Source: an optimization exercise on an open RTL-to-GDS flow (aim: small area). Production flows keep margins and buffers that such runs may drop. Function was checked by simulation only, so behaviour that the tests miss may differ from the original. Power and IR drop assume default switching activity.

## design/flow/run.sh

```bash
#!/bin/bash
# synth_recipe.tcl (not shown) runs the flow's synth.tcl, then flattens the netlist and writes it again
# the make line also repeats each setting of config.mk as NAME=value (left out here)
make -C /OpenROAD-flow-scripts/flow DESIGN_CONFIG=/design/flow/config.mk WORK_HOME=/design/flow/orfs CLKGATE_MAP_FILE= SYNTH_SCRIPT=/design/flow/synth_recipe.tcl finish
```

## design/flow/config.mk

```make
export PLATFORM = sky130hd
export DESIGN_NAME = spe
export DESIGN_NICKNAME = spe
export VERILOG_FILES = /design/flow/design.v
export SDC_FILE = /design/flow/constraint.sdc
export NUM_CORES = 4
export LEC_CHECK = 0
export CAP_MARGIN = 20
export CORE_MARGIN = 2
export CORE_UTILIZATION = 40
export SLEW_MARGIN = 20
```

## design/flow/constraint.sdc

```tcl
create_clock -name core_clock -period 10.0 [get_ports {clk}]
set_input_delay 2.0000 -clock core_clock [delete_from_list [all_inputs] [get_ports {clk}]]
set_output_delay 2.0000 -clock core_clock [all_outputs]
set_load 0.01 [all_outputs]
```

## design/flow/design.v

```verilog
module spe (
    input  wire         clk,
    input  wire         rst,             
    input  wire         cfg_variant,     
    input  wire [7:0]   cfg_devid,
    input  wire [7:0]   cfg_nch,
    input  wire         cmd_valid,
    output wire         cmd_ready,
    input  wire [31:0]  cmd_head,        
    input  wire [119:0] cmd_ops,         
    output wire         tx_valid,
    input  wire         tx_ready,
    output wire [7:0]   tx_data,
    output wire         tx_last,
    input  wire         tx_ans_valid,
    input  wire         tx_ans_err,
    output wire         rx_req,
    output wire [1:0]   rx_req_n,
    input  wire         rx_ans_valid,
    input  wire [1:0]   rx_ans_code,     
    input  wire [7:0]   rx_ans_count,
    input  wire [23:0]  rx_ans_data,     
    output reg  [3:0]   status,
    output reg  [15:0]  rval,
    output reg  [7:0]   rb0,
    output reg  [7:0]   rb1,
    output reg  [15:0]  roff,
    output reg  [7:0]   rwid,
    output reg          hit,
    output reg          moving,
    output reg  [8:0]   errknown,
    output reg  [6:0]   errunrec,
    output reg  [4:0]   txlen,
    input  wire [4:0]   txbuf_addr,
    output wire [7:0]   txbuf_rdata,
    output reg  [1:0]   rxlen,
    output wire [23:0]  rxbuf
);
    localparam [3:0] ST_OK       = 4'd0;
    localparam [3:0] ST_UNKNOWN  = 4'd1;
    localparam [3:0] ST_CHANNEL  = 4'd2;
    localparam [3:0] ST_VALUE    = 4'd3;
    localparam [3:0] ST_IOERR    = 4'd4;
    localparam [3:0] ST_TIMEOUT  = 4'd5;
    localparam [3:0] ST_PROTOCOL = 4'd6;
    localparam [3:0] OP_PACK16    = 4'h0;
    localparam [3:0] OP_UNPACK16  = 4'h1;
    localparam [3:0] OP_ADDR_DEV  = 4'h2;
    localparam [3:0] OP_ADDR_SERVO= 4'h3;
    localparam [3:0] OP_ENCODE    = 4'h4;
    localparam [3:0] OP_CODE_OF   = 4'h5;
    localparam [3:0] OP_NAME_OF   = 4'h6;
    localparam [3:0] OP_DEC_ERRORS= 4'h7;
    localparam [3:0] OP_XFER      = 4'h8;
    localparam [3:0] OP_SET_TARGET= 4'h9;
    localparam [3:0] OP_SET_SPEED = 4'hA;
    localparam [3:0] OP_SET_ACCEL = 4'hB;
    localparam [3:0] OP_GET_POS   = 4'hC;
    localparam [3:0] OP_GET_MOVING= 4'hD;
    localparam [3:0] OP_GET_ERRORS= 4'hE;
    localparam [3:0] OP_GO_HOME   = 4'hF;
    localparam [1:0] PH_IDLE = 2'd0;
    localparam [1:0] PH_TX   = 2'd1;    
    localparam [1:0] PH_TXW  = 2'd2;    
    localparam [1:0] PH_RX   = 2'd3;    
    localparam [2:0] K_RAW      = 3'd0;
    localparam [2:0] K_NONE     = 3'd1;
    localparam [2:0] K_POSITION = 3'd2;
    localparam [2:0] K_MOVING   = 3'd3;
    localparam [2:0] K_ERRORS   = 3'd4;
    function [7:0] cmd_value(input [3:0] idx);
        case (idx)
            4'd0:    cmd_value = 8'h84;   
            4'd1:    cmd_value = 8'h87;   
            4'd2:    cmd_value = 8'h89;   
            4'd3:    cmd_value = 8'h90;   
            4'd4:    cmd_value = 8'h93;   
            4'd5:    cmd_value = 8'hA1;   
            4'd6:    cmd_value = 8'hA2;   
            4'd7:    cmd_value = 8'hAE;   
            4'd8:    cmd_value = 8'hA4;   
            4'd9:    cmd_value = 8'hA7;   
            4'd10:   cmd_value = 8'hA8;   
            default: cmd_value = 8'h00;
        endcase
    endfunction
    function [24:0] devparam(input [7:0] pid);
        case (pid)
            8'd0:    devparam = {1'b1, 16'd0,  8'd1};
            8'd1:    devparam = {1'b1, 16'd1,  8'd1};
            8'd2:    devparam = {1'b1, 16'd2,  8'd1};
            8'd3:    devparam = {1'b1, 16'd3,  8'd1};
            8'd4:    devparam = {1'b1, 16'd4,  8'd2};
            8'd5:    devparam = {1'b1, 16'd6,  8'd2};
            8'd6:    devparam = {1'b1, 16'd8,  8'd1};
            8'd7:    devparam = {1'b1, 16'd9,  8'd1};
            8'd8:    devparam = {1'b1, 16'd10, 8'd1};
            8'd9:    devparam = {1'b1, 16'd11, 8'd1};
            8'd10:   devparam = {1'b1, 16'd12, 8'd1};
            8'd11:   devparam = {1'b1, 16'd13, 8'd1};
            8'd12:   devparam = {1'b1, 16'd14, 8'd1};
            8'd13:   devparam = {1'b1, 16'd15, 8'd1};
            8'd14:   devparam = {1'b1, 16'd16, 8'd1};
            8'd15:   devparam = {1'b1, 16'd17, 8'd1};
            8'd16:   devparam = {1'b1, 16'd16, 8'd1};
            8'd17:   devparam = {1'b1, 16'd17, 8'd1};
            8'd18:   devparam = {1'b1, 16'd18, 8'd1};
            8'd19:   devparam = {1'b1, 16'd19, 8'd2};
            8'd20:   devparam = {1'b1, 16'd21, 8'd1};
            8'd21:   devparam = {1'b1, 16'd22, 8'd2};
            8'd22:   devparam = {1'b1, 16'd24, 8'd1};
            8'd23:   devparam = {1'b1, 16'd25, 8'd1};
            8'd24:   devparam = {1'b1, 16'd26, 8'd1};
            default: devparam = {1'b0, 16'd0,  8'd0};
        endcase
    endfunction
    function [24:0] field(input [7:0] fid);
        case (fid)
            8'd0:    field = {1'b1, 16'd0, 8'd2};   
            8'd1:    field = {1'b1, 16'd2, 8'd1};   
            8'd2:    field = {1'b1, 16'd3, 8'd1};   
            8'd3:    field = {1'b1, 16'd4, 8'd2};   
            8'd4:    field = {1'b1, 16'd6, 8'd1};   
            8'd5:    field = {1'b1, 16'd7, 8'd1};   
            8'd6:    field = {1'b1, 16'd8, 8'd1};   
            default: field = {1'b0, 16'd0, 8'd0};
        endcase
    endfunction
    reg        variant;
    reg [7:0]  devid;
    reg [7:0]  nch;
    reg [1:0]  phase;
    reg [2:0]  pend_kind;
    reg [1:0]  pend_n;
    reg [4:0]  tx_idx;
    reg [7:0]  txbuf [0:17];
    reg [7:0]  rxb   [0:2];
    wire [3:0]  op    = cmd_head[31:28];
    wire [3:0]  oplen = cmd_head[27:24];
    wire [7:0]  arg_b = cmd_head[23:16];
    wire [15:0] arg_a = cmd_head[15:0];
    wire accept    = cmd_valid && cmd_ready;
    wire value_ok  = (arg_a[15:14] == 2'b00);
    wire chan_ok   = (arg_b < nch);
    reg  [7:0] f_opc;
    reg  [3:0] f_k;
    reg  [7:0] f_ops [0:14];
    reg  [2:0] f_kind;
    reg  [1:0] f_n;
    reg        f_check;
    reg  [3:0] f_fail;
    integer i;
    always @(*) begin
        f_opc   = arg_b;
        f_k     = 4'd0;
        f_kind  = K_NONE;
        f_n     = 2'd0;
        f_check = 1'b1;
        f_fail  = ST_OK;
        for (i = 0; i < 15; i = i + 1)
            f_ops[i] = cmd_ops[8*i +: 8];
        case (op)
            OP_ENCODE, OP_XFER: begin
                f_opc  = arg_b;
                f_k    = oplen;
                f_kind = K_RAW;
                f_n    = arg_a[1:0];
            end
            OP_SET_TARGET, OP_SET_SPEED, OP_SET_ACCEL: begin
                f_opc    = (op == OP_SET_TARGET) ? cmd_value(4'd0) :
                           (op == OP_SET_SPEED)  ? cmd_value(4'd1) : cmd_value(4'd2);
                f_k      = 4'd3;
                f_ops[0] = arg_b;
                f_ops[1] = {1'b0, arg_a[6:0]};
                f_ops[2] = {1'b0, arg_a[13:7]};
                f_check  = value_ok;
                f_fail   = ST_VALUE;
            end
            OP_GET_POS: begin
                f_opc    = cmd_value(4'd3);
                f_k      = 4'd1;
                f_ops[0] = arg_b;
                f_kind   = K_POSITION;
                f_n      = 2'd2;
                f_check  = chan_ok;
                f_fail   = ST_CHANNEL;
            end
            OP_GET_MOVING: begin
                f_opc  = cmd_value(4'd4);
                f_kind = K_MOVING;
                f_n    = 2'd1;
            end
            OP_GET_ERRORS: begin
                f_opc  = cmd_value(4'd5);
                f_kind = K_ERRORS;
                f_n    = 2'd2;
            end
            OP_GO_HOME: begin
                f_opc  = cmd_value(4'd6);
            end
            default: ;
        endcase
    end
    reg [7:0] frame [0:17];
    reg [4:0] frame_len;
    always @(*) begin
        for (i = 0; i < 18; i = i + 1)
            frame[i] = 8'h00;
        if (variant) begin
            frame[0] = 8'hAA;
            frame[1] = {1'b0, devid[6:0]};
            frame[2] = {1'b0, f_opc[6:0]};
            for (i = 0; i < 15; i = i + 1)
                frame[i + 3] = f_ops[i];
            frame_len = 5'd3 + {1'b0, f_k};
        end else begin
            frame[0] = f_opc;
            for (i = 0; i < 15; i = i + 1)
                frame[i + 1] = f_ops[i];
            frame_len = 5'd1 + {1'b0, f_k};
        end
    end
    wire [24:0] dp  = devparam(arg_b);
    wire [24:0] fld = field(arg_a[7:0]);
    wire [15:0] servo_off = arg_b * 16'd9 + 16'd30 + fld[23:8];
    reg        name_hit;
    reg [7:0]  name_idx;
    always @(*) begin
        name_hit = 1'b0;
        name_idx = 8'd0;
        for (i = 0; i < 11; i = i + 1)
            if (cmd_value(i[3:0]) == arg_b) begin
                name_hit = 1'b1;
                name_idx = i[7:0];
            end
    end
    function [15:0] err_word(input [7:0] b0, input [7:0] b1);
        err_word = {8'd0, b0} | ({8'd0, b1} << 7);
    endfunction
    wire [7:0]  rx_b0 = rx_ans_data[7:0];
    wire [7:0]  rx_b1 = rx_ans_data[15:8];
    wire [7:0]  rx_b2 = rx_ans_data[23:16];
    wire [15:0] cmd_err = err_word(arg_b, arg_a[7:0]);
    wire [15:0] rx_err  = err_word(rx_b0, rx_b1);
    assign cmd_ready   = (phase == PH_IDLE) && !rst;
    assign tx_valid    = (phase == PH_TX) && !rst;
    assign tx_data     = txbuf[tx_idx];
    assign tx_last     = (tx_idx == txlen - 5'd1);
    assign rx_req      = (phase == PH_RX) && !rst;
    assign rx_req_n    = pend_n;
    assign txbuf_rdata = (txbuf_addr < 5'd18) ? txbuf[txbuf_addr] : 8'h00;
    assign rxbuf       = {rxb[2], rxb[1], rxb[0]};
    always @(posedge clk) begin
        if (rst) begin
            variant  <= cfg_variant;
            devid    <= cfg_devid;
            nch      <= cfg_nch;
            phase    <= PH_IDLE;
            status   <= ST_OK;
            rval     <= 16'd0;
            rb0      <= 8'd0;
            rb1      <= 8'd0;
            roff     <= 16'd0;
            rwid     <= 8'd0;
            hit      <= 1'b0;
            moving   <= 1'b0;
            errknown <= 9'd0;
            errunrec <= 7'd0;
            txlen    <= 5'd0;
            rxlen    <= 2'd0;
            for (i = 0; i < 18; i = i + 1)
                txbuf[i] <= 8'd0;
            for (i = 0; i < 3; i = i + 1)
                rxb[i] <= 8'd0;
        end else begin
            case (phase)
                PH_IDLE: if (accept) begin
                    case (op)
                        OP_PACK16: begin
                            if (value_ok) begin
                                rb0    <= {1'b0, arg_a[6:0]};
                                rb1    <= {1'b0, arg_a[13:7]};
                                status <= ST_OK;
                            end else
                                status <= ST_VALUE;
                        end
                        OP_UNPACK16: begin
                            rval   <= {8'd0, arg_b} | ({8'd0, arg_a[7:0]} << 7);
                            status <= ST_OK;
                        end
                        OP_ADDR_DEV: begin
                            if (dp[24]) begin
                                roff   <= dp[23:8];
                                rwid   <= dp[7:0];
                                status <= ST_OK;
                            end else
                                status <= ST_UNKNOWN;
                        end
                        OP_ADDR_SERVO: begin
                            if (!chan_ok)
                                status <= ST_CHANNEL;
                            else if (!fld[24])
                                status <= ST_UNKNOWN;
                            else begin
                                roff   <= servo_off;
                                rwid   <= fld[7:0];
                                status <= ST_OK;
                            end
                        end
                        OP_CODE_OF: begin
                            if (arg_b > 8'd10)
                                status <= ST_UNKNOWN;
                            else begin
                                rval   <= {8'd0, cmd_value(arg_b[3:0])};
                                status <= ST_OK;
                            end
                        end
                        OP_NAME_OF: begin
                            hit <= name_hit;
                            if (name_hit)
                                rb0 <= name_idx;
                            status <= ST_OK;
                        end
                        OP_DEC_ERRORS: begin
                            rval     <= cmd_err;
                            errknown <= cmd_err[8:0];
                            errunrec <= cmd_err[15:9];
                            status   <= ST_OK;
                        end
                        default: begin
                            if (!f_check)
                                status <= f_fail;
                            else begin
                                for (i = 0; i < 18; i = i + 1)
                                    if (i < frame_len)
                                        txbuf[i] <= frame[i];
                                txlen <= frame_len;
                                if (op == OP_ENCODE)
                                    status <= ST_OK;
                                else begin
                                    pend_kind <= f_kind;
                                    pend_n    <= f_n;
                                    tx_idx    <= 5'd0;
                                    phase     <= PH_TX;
                                end
                            end
                        end
                    endcase
                end
                PH_TX: if (tx_ready) begin
                    if (tx_last)
                        phase <= PH_TXW;
                    else
                        tx_idx <= tx_idx + 5'd1;
                end
                PH_TXW: if (tx_ans_valid) begin
                    if (tx_ans_err) begin
                        status <= ST_IOERR;
                        phase  <= PH_IDLE;
                    end else if (pend_n == 2'd0) begin
                        rxlen  <= 2'd0;
                        status <= ST_OK;
                        phase  <= PH_IDLE;
                    end else
                        phase  <= PH_RX;
                end
                PH_RX: if (rx_ans_valid) begin
                    phase <= PH_IDLE;
                    if (rx_ans_code == 2'd1)
                        status <= ST_TIMEOUT;
                    else if (rx_ans_code != 2'd0)
                        status <= ST_IOERR;
                    else if (rx_ans_count != {6'd0, pend_n})
                        status <= ST_PROTOCOL;
                    else begin
                        status <= ST_OK;
                        rxlen  <= pend_n;
                        rxb[0] <= rx_b0;
                        if (pend_n >= 2'd2) rxb[1] <= rx_b1;
                        if (pend_n == 2'd3) rxb[2] <= rx_b2;
                        case (pend_kind)
                            K_POSITION: rval <= {8'd0, rx_b0} | ({8'd0, rx_b1} << 7);
                            K_MOVING: begin
                                rval   <= {8'd0, rx_b0};
                                moving <= (rx_b0 != 8'd0);
                            end
                            K_ERRORS: begin
                                rval     <= rx_err;
                                errknown <= rx_err[8:0];
                                errunrec <= rx_err[15:9];
                            end
                            default: ;
                        endcase
                    end
                end
            endcase
        end
    end
endmodule
```

==> run_results.csv <==
group,metric,value,unit
outcome,run_status,"complete, no violations",
drt,dr.pass1.iters,8,
clock_network,cts_tree,"yes",
synth,async_set_reset_flop_share_out_of_synthesis,0,%
sta,report.final.hold_viol_count,0,
floorplan,floorplan.die_area,43300,um^2
run,max_cap_viol_count,0,
synth,ys_warn_count,5,
clock_network,worst_skew_pair.late_latency,0.61,ns
clock_network,cts.repair.resized,0,
clock_network,cts_max_level,1,
sta,report.final.setup_viol,0,
pwr,ir_drop,161,uV
place,post-place-ws,2.48,ns
drt,routed_via_density,6.09,
sta,final_critical_path_required_period,7.71,ns
critical_path,timing.critical_path.fanout_max,15,
drt,postRouteWirelength,77.0,mm
critical_path,setup.worst_path.class,"input pin to output pin",
critical_path,timing.critical_path.required,8.00,ns
hold_path,worst_hold_path_type,"flip-flop to flip-flop",
synth,synthMostInstantiatedCell,"nor2_1",
floorplan,placement_rows,74,
sta,final.setup.tns,0,ns
global_routing,grt_first_pass_wirelength,112,mm
synth,netlist_top_cells_count,"nor2_1 (301), dfxtp_1 (240), mux2i_1 (194)",
sta,rsz0062_at_grt,"no",
drt,detail_route.drc_violations,0,
floorplan,die_y,208,um
sta,finClkSkew,0.0204,ns
clock_network,cts.sink_count,266,
cells_and_area,final_net_count,2533,
pwr,power_per_cell_area,154,nW/um^2
critical_path,worst-endpoint-arrival,5.71,ns
synth,yosysTopAreaCellShare,28.8,%
sta,portion_of_the_clock_cycle_consumed_by_the_worst_path_in_the_final_layout,77.1,%
synth,synthFlopType,"dfxtp_1",
cells_and_area,area_growth_syn_to_layout,28.3,%
global_routing,grt_max_degree,168,
critical_path,rrSetupSlack,5.77,ns
cells_and_area,share_of_post_route_cells_with_drive_strength_above_1,6.56,%
clock_network,setup_fix_bufs_post_cts,0,
global_routing,grt_overflow,0,
global_routing,vias_in_the_first_global_route,16598,
place,post-place-cells,2762,
sta,fin_ws,2.29,ns
synth,synth_area,16700,um^2
sta,tightestPinTransition,1.44,ns
critical_path,crit_path_end_kind,"output pin",
synth,syn-mean-instance-area,8.34,um^2
sta,slew_violations,0,
drt,wire_per_inst,27.3,um
floorplan,core_area,41000,um^2
drt,drt_first_iter_violations,1704,
cells_and_area,non_filler_cells_in_the_finished_layout,2820,
floorplan,die_x,208,um
sta,max-slew-margin-rel,4.24,%
synth,netlist_top_cells_area,"dfxtp_1 (29%), mux2i_1 (12%), nor2_1 (6.8%)",
clock_network,clock_pin_slew_reported_for_the_worst_setup_and_hold_paths_after_clock_tree_synthesis,0.06,ns
place,place.port_buffers,329,
sta,fmax,130,MHz
synth,seq_area_frac_synth,33.5,%
pwr,leakage,7.73,nW
floorplan,pin_count,346,
synth,postSynthCellCount,2001,
synth,yosys_register_bits,266,
drt,route.antenna.remaining_nets,0,
clock_network,holdBufCountCts,0,
clock_network,cts_buffer_depth,3,
synth,synth.lib_cells_used.distinct,95,
drt,dr_total_vias,17171,
place,routabilityCongestion,1.04,
synth,edff_count_synth,26,
global_routing,track_usage,34.6,%
clock_network,cts_root_buffer,"clkbuf_16",
synth,post-synth-top-area-cell,"dfxtp_1",
clock_network,num_cts_buffers,31,
place,final_hpwl_dp,58.8,mm
critical_path,critPathLaunchType,"input pin",
global_routing,antenna_found_initial,3,
floorplan,start_util,40.7,%
==> critical path: stages <==
cell and delay, ns:
clkdlybuf4s50_1 0.96, or3b_2 0.63, nor2_1 0.71, a21oi_1 0.16, nand2_1 0.10, a2111oi_0 0.08, a21oi_1 0.43, clkdlybuf4s50_1 0.63
==> layout make-up <==
cell class	count	area, um^2
inverter	47	176
tap	532	666
fill	3955	19600
clock inverter	14	168
clock buffer	43	913
antenna	1	2.50
multi-input combinational	1551	10300
timing repair buffer	366	3580
sequential	266	5590
==> state kept, by name, indices dropped and copies added (netlist names), 6 cells and up <==
signal,cells
txbuf,144
rxb,24
rval,15
roff,12
errknown,9
nch,8
devid,7
rb0,7
rb1,7
errunrec,6
==> metal layers <==
layer  track usage (%)  vias up  share of wire, %
met5                 0        -             0.029
met2              58.0      804                46
li1                  -     7899                 -
met3              6.48      177               7.5
met1              43.0     8287                41
met4              16.1        4               5.3
==> worst paths after layout <==
kind / start / to / cells past startpoint
max: txbuf_addr[2] / txbuf_rdata[1] / 8
min: rb1[4] / rb1[4] / 2
max reg2reg: variant / txbuf[12][7] / 8
min reg2reg: rb1[4] / rb1[4] / 2
==> kinds of logic (layout without fill, tap and decap cells) <==
kind of cell | after synthesis | count (layout) | synth area share [%]
other | 1 | 16 | 0.0225
buffers and inverters | 198 | 470 | 5.21
AO/OA/AOI/OAI | 555 | 555 | 23.9
flip-flops | 266 | 266 | 33.5
adder cells (fa/ha/maj) | 55 | 55 | 4.35
XOR/XNOR | 24 | 24 | 1.26
multiplexers | 202 | 202 | 12.2
AND/OR/NAND/NOR | 700 | 700 | 19.6
==> metrics by stage <==
step	hold slack, ns	utilization, %	area, um^2	total power [mW]
after global placement	0.440	49.5	20300	2.08
after floorplan	0.447	-	16700	1.70
final	0.453	52.2	21400	3.29
after CTS	0.455	52.1	21400	3.30
after global routing	0.474	52.2	21400	3.42
after detailed placement	0.447	49.5	20300	2.09
==> power by group <==
| group | switching [mW] | total, mW | leakage [nW] | internal (mW) |
|---|---|---|---|---|
| clock network | 0.489 | 1.20 | 0.540 | 0.716 |
| logic | 0.538 | 0.905 | 5.00 | 0.367 |
| registers | 0.0507 | 1.18 | 2.19 | 1.13 |
==> cell usage in the layout (no fill, tap or decap), drive strengths merged, types with 10 or more instances in the layout <==
cell type      instances
a2111oi               12
a211oi                93
a21oi                142
a221oi                22
a22o                  14
a22oi                 69
a311oi                15
a31oi                 21
and2                  10
and3                  12
buf                   38
clkbuf                43
clkdlybuf4s50        328
clkinv                11
conb                  15
dfxtp                240
edfxtp                26
ha                    50
inv                   47
mux2i                194
nand2                146
nand2b                26
nand3                 61
nand3b                11
nand4                 20
nor2                 304
nor2b                 19
nor3                  53
nor4                  11
o21ai                 76
xnor2                 17

## separate check: timing with driven ports
The flow's constraints put no driver on any port. The routed layout listed below was extracted and timed again, unchanged, in two steps. Step 1: set_driving_cell puts a clkbuf_16 on clk and a buf_2 on each other input, an assumption about the parent block. Step 2 moves the port delays by t, midway between the first and last clock arrival at a register: inputs arrive t later, outputs are due t later. That takes back most of the time a late clock gives input paths. a / b / c = no drivers / after step 1 / after step 2; a / b = the first two.
shift t [ns]: 0.657
slack for setup (ns): 2.285 / 2.257 / 2.257
slew at the worst register clock pin (ns): 0.07 / 0.07
worst data-port slew with drivers (ns): 0.11
After both steps this run still meets setup and hold. The setup slack of this run moves by -0.028 ns with the drivers and by -0.028 ns with both steps.
